Context: an optimization exercise on an open-source flow, tuned for small area. The choices shown serve that exercise and are no tape-out recipe. RTL that was checked went through simulation tests only; none was proved equivalent to the original. No activity file was given, so power comes from the tool's default toggle rates.

## rev 12
// ddr_controller_init_fsm
module ddr_controller_init_fsm (
    input  wire        clk,
    input  wire        rst,
    input  wire        start,
    input  wire [2:0]  density,
    output wire        busy,
    output wire        done,
    output wire        converged,
    output wire        err,
    output wire [3:0]  err_code,
    output wire [6:0]  attempts,
    output wire [31:0] status,
    output wire        m_req,
    output wire        m_we,
    output wire [31:0] m_addr,
    output wire [31:0] m_wdata,
    input  wire [31:0] m_rdata,
    input  wire        m_ack,
    output wire        d_req,
    output wire [31:0] d_ns,
    input  wire        d_done
);
Settings: LEC_CHECK=0, CAP_MARGIN=20, CORE_MARGIN=2, CORE_UTILIZATION=40, SLEW_MARGIN=20; clock period 10.0 ns.
run.sh (not shown) runs the stock make flow with config.mk's settings and CLKGATE_MAP_FILE= SYNTH_SCRIPT=/design/flow/synth_recipe.tcl, a recipe that flattens the netlist after the stock synthesis.
The final report for rev 12 shows a completed flow and a layout that fails verification, specifically negative setup slack.
--- input diff rev 12..rev 13 ---
Settings: setting CTS_BUF_LIST to sky130_fd_sc_hd__clkbuf_4 for the first time; setting CTS_CLUSTER_SIZE to 30 for the first time.
--- outcome ---
From the logs: rev 13 reached the end of the flow and failed the layout checks with negative setup slack.
Rev 13 leaves more setup margin than rev 12.
Rev 13 vs rev 12, highest layer used for signal routing: met5 vs met4
~same total routed wirelength in rev 12 and rev 13
On sequential cell power, rev 13 tracks rev 12 almost exactly.
Final clock period utilization by the worst path was higher in rev 12 than in rev 13.
No functional check of the RTL was part of any run of this note.


ddr_controller_init_fsm, a different RTL version from the one above (not shown whole).
For scale: about 59 flip-flops, roughly 190 I/O pins, about 0.0071 mm2 of cells after synthesis.
Settings: LEC_CHECK=0, ABC_AREA=1, CAP_MARGIN=20, CORE_MARGIN=2, CORE_UTILIZATION=40, SLEW_MARGIN=20; clock period 10.0 ns.
standard.sh (not shown) runs the stock make flow with config.mk's settings and CLKGATE_MAP_FILE= SYNTH_SCRIPT=/design/flow/synth_recipe.tcl, a recipe that flattens the netlist after the stock synthesis.
==> flow/flow/run.sh <==
#!/bin/bash
set -e
export BUFFER_PORTS_ARGS="-buffer_cell sky130_fd_sc_hd__buf_1"
export CTS_ARGS="-sink_clustering_enable -repair_clock_nets -dont_use_dummy_load -buf_list sky130_fd_sc_hd__clkbuf_16 -sink_clustering_size 64 -sink_clustering_max_diameter 500"
export SKIP_REPAIR_TIE_FANOUT=1
bash standard.sh > standard.log 2>&1
The first run completed with no timing, DRC or antenna violations.
Then changed:
==> flow/flow/run.sh (replaced) <==
#!/bin/bash
set -e
export BUFFER_PORTS_ARGS="-buffer_cell sky130_fd_sc_hd__buf_1"
export CTS_ARGS="-sink_clustering_enable -repair_clock_nets -dont_use_dummy_load -buf_list sky130_fd_sc_hd__clkbuf_8 -sink_clustering_size 30 -sink_clustering_max_diameter 100"
export SKIP_REPAIR_TIE_FANOUT=1
bash standard.sh > standard.log 2>&1
Sequential power is about the same.
Register-to-register slack got worse by 0.02 ns.
Via count shrinks by 0.50%.
Final area goes down by 1.4%.
First-iteration DRC count grows by 6.6%.
Cell count is about the same.
Routed wire length decreases by 0.33%.
Global-route usage is about the same.
Clock skew went up by 0.014 ns.


Another version of the RTL of ddr_controller_init_fsm (not shown whole).
Size in the first run: about 930 cells after synthesis, roughly 190 I/O pins, about 0.0075 mm2 of cells after synthesis.
// ddr_controller_init_fsm
module ddr_controller_init_fsm (
    input  wire        clk,
    input  wire        rst,
    input  wire        start,
    input  wire [2:0]  density,
    output wire        busy,
    output wire        done,
    output wire        converged,
    output wire        err,
    output wire [3:0]  err_code,
    output wire [6:0]  attempts,
    output wire [31:0] status,
    output wire        m_req,
    output wire        m_we,
    output wire [31:0] m_addr,
    output wire [31:0] m_wdata,
    input  wire [31:0] m_rdata,
    input  wire        m_ack,
    output wire        d_req,
    output wire [31:0] d_ns,
    input  wire        d_done
);
==> flow/config.mk <==
export PLATFORM = sky130hd
export DESIGN_NAME = ddr_controller_init_fsm
export DESIGN_NICKNAME = ddr_controller_init_fsm
export VERILOG_FILES = /design/flow/design.v
export SDC_FILE = /design/flow/constraint.sdc
export NUM_CORES = 4
export LEC_CHECK = 0
export CAP_MARGIN = 20
export CORE_MARGIN = 2
export CORE_UTILIZATION = 40
export SLEW_MARGIN = 20
==> flow/constraint.sdc <==
create_clock -name core_clock -period 10.0 [get_ports {clk}]
set_input_delay 2.0000 -clock core_clock [delete_from_list [all_inputs] [get_ports {clk}]]
set_output_delay 2.0000 -clock core_clock [all_outputs]
set_load 0.01 [all_outputs]
==> flow/flow/run.sh <==
#!/bin/bash
set -e
export BUFFER_PORTS_ARGS="-buffer_cell sky130_fd_sc_hd__buf_1"
export CTS_ARGS="-sink_clustering_enable -repair_clock_nets -dont_use_dummy_load -buf_list sky130_fd_sc_hd__clkbuf_4 -sink_clustering_size 20 -sink_clustering_max_diameter 100"
bash standard.sh > standard.log 2>&1
Next try:
==> flow/flow/run.sh (replaced) <==
#!/bin/bash
set -e
export BUFFER_PORTS_ARGS="-buffer_cell sky130_fd_sc_hd__buf_1"
bash standard.sh > standard.log 2>&1
After rerunning: Combinational power is about the same. Setup slack is worse by 0.077 ns. First-iteration DRC count is higher by a few percent. Final area is higher by a few percent. Die area does not change. Via count is higher slightly. Global-route usage stays flat.
Next try:
CTS_BUF_LIST = sky130_fd_sc_hd__clkbuf_8   (was default)
CTS_CLUSTER_DIAMETER = 100   (was default)
CTS_CLUSTER_SIZE = 30   (was default)
Outcome: The changed run finished with timing, DRC and antenna clean. Worst setup slack got worse by 0.0059 ns. Wire length barely changes. Clock-buffer cell count falls by 2. Worst hold slack improved by 0.016 ns. Total power falls by about 9%. Synthesized cell count is unchanged.
Next try:
==> flow/flow/run.sh (replaced) <==
#!/bin/bash
set -e
export BUFFER_PORTS_ARGS="-buffer_cell sky130_fd_sc_hd__buf_1"
export CTS_ARGS="-sink_clustering_enable -repair_clock_nets -dont_use_dummy_load -buf_list sky130_fd_sc_hd__clkbuf_8 -sink_clustering_size 30 -sink_clustering_max_diameter 100"
bash standard.sh > standard.log 2>&1
CAP_MARGIN = 0   (was 20)
CTS_BUF_LIST = default   (was sky130_fd_sc_hd__clkbuf_8)
CTS_CLUSTER_DIAMETER = default   (was 100)
CTS_CLUSTER_SIZE = default   (was 30)
SLEW_MARGIN = 0   (was 20)
Effect: Design area went down slightly; clock-buffer cell count is unchanged; worst setup slack is worse by 0.077 ns.
Next try:
CAP_MARGIN = 20   (was 0)
SLEW_MARGIN = 20   (was 0)
=>
- setup slack improved by 0.097 ns
- routed wire length increases by 0.50%
- count of clock-buffer cells in the layout is unchanged
- cell area barely changes
- first-iteration DRC count climbs by 10%
- cell count barely changes
- synthesized area does not change
- combinational power hardly moves
- utilization is about the same
- power barely changes
- via count rose by 0.91%

==> afterwards: timing with drivers on the ports <==
No port has a modelled driver above. Below, the same layouts with a new extraction and two added sets of constraints.
Step 1 sets driving cells, clkbuf_16 on the clock port and buf_2 on the other inputs (assumed; they add their load-dependent delay and slew).
Step 2 moves the port delays by t, midway between the first and last clock arrival at a register: inputs arrive t later, outputs are due t later. That takes back most of the time a late clock gives input paths.
a / b / c = no drivers / after step 1 / after step 2; a / b = the first two.
| run | shift t [ns] | setup WS [ns] | worst slew at a driven data input, ns |
|---|---|---|---|
| rev 12 | 0.386 | -3.870 / -3.879 / -4.265 | 0.07 |
| rev 13 | 0.479 | -3.768 / -3.783 / -4.262 | 0.07 |
| the first run of note 2 | 0.375 | 0.885 / 0.912 / 0.537 | 0.04 |
| the second run of note 2 | 0.387 | 0.903 / 0.921 / 0.535 | 0.04 |
| the first run of note 3 | 0.448 | 0.524 / 0.536 / 0.088 | 0.04 |
| the second run of note 3 | 0.375 | 0.447 / 0.466 / 0.091 | 0.04 |
| the third run of note 3 | 0.402 | 0.441 / 0.455 / 0.053 | 0.04 |
| the fourth run of note 3 | 0.391 | 0.364 / 0.378 / -0.013 | 0.05 |
| the fifth run of note 3 | 0.385 | 0.461 / 0.476 / 0.091 | 0.04 |
Met with ideal ports but missed after step 2: setup timing in the fourth run of note 3. For rev 13, which loses most, drivers alone change the setup slack by -0.015 ns; drivers and shift together by -0.494 ns.
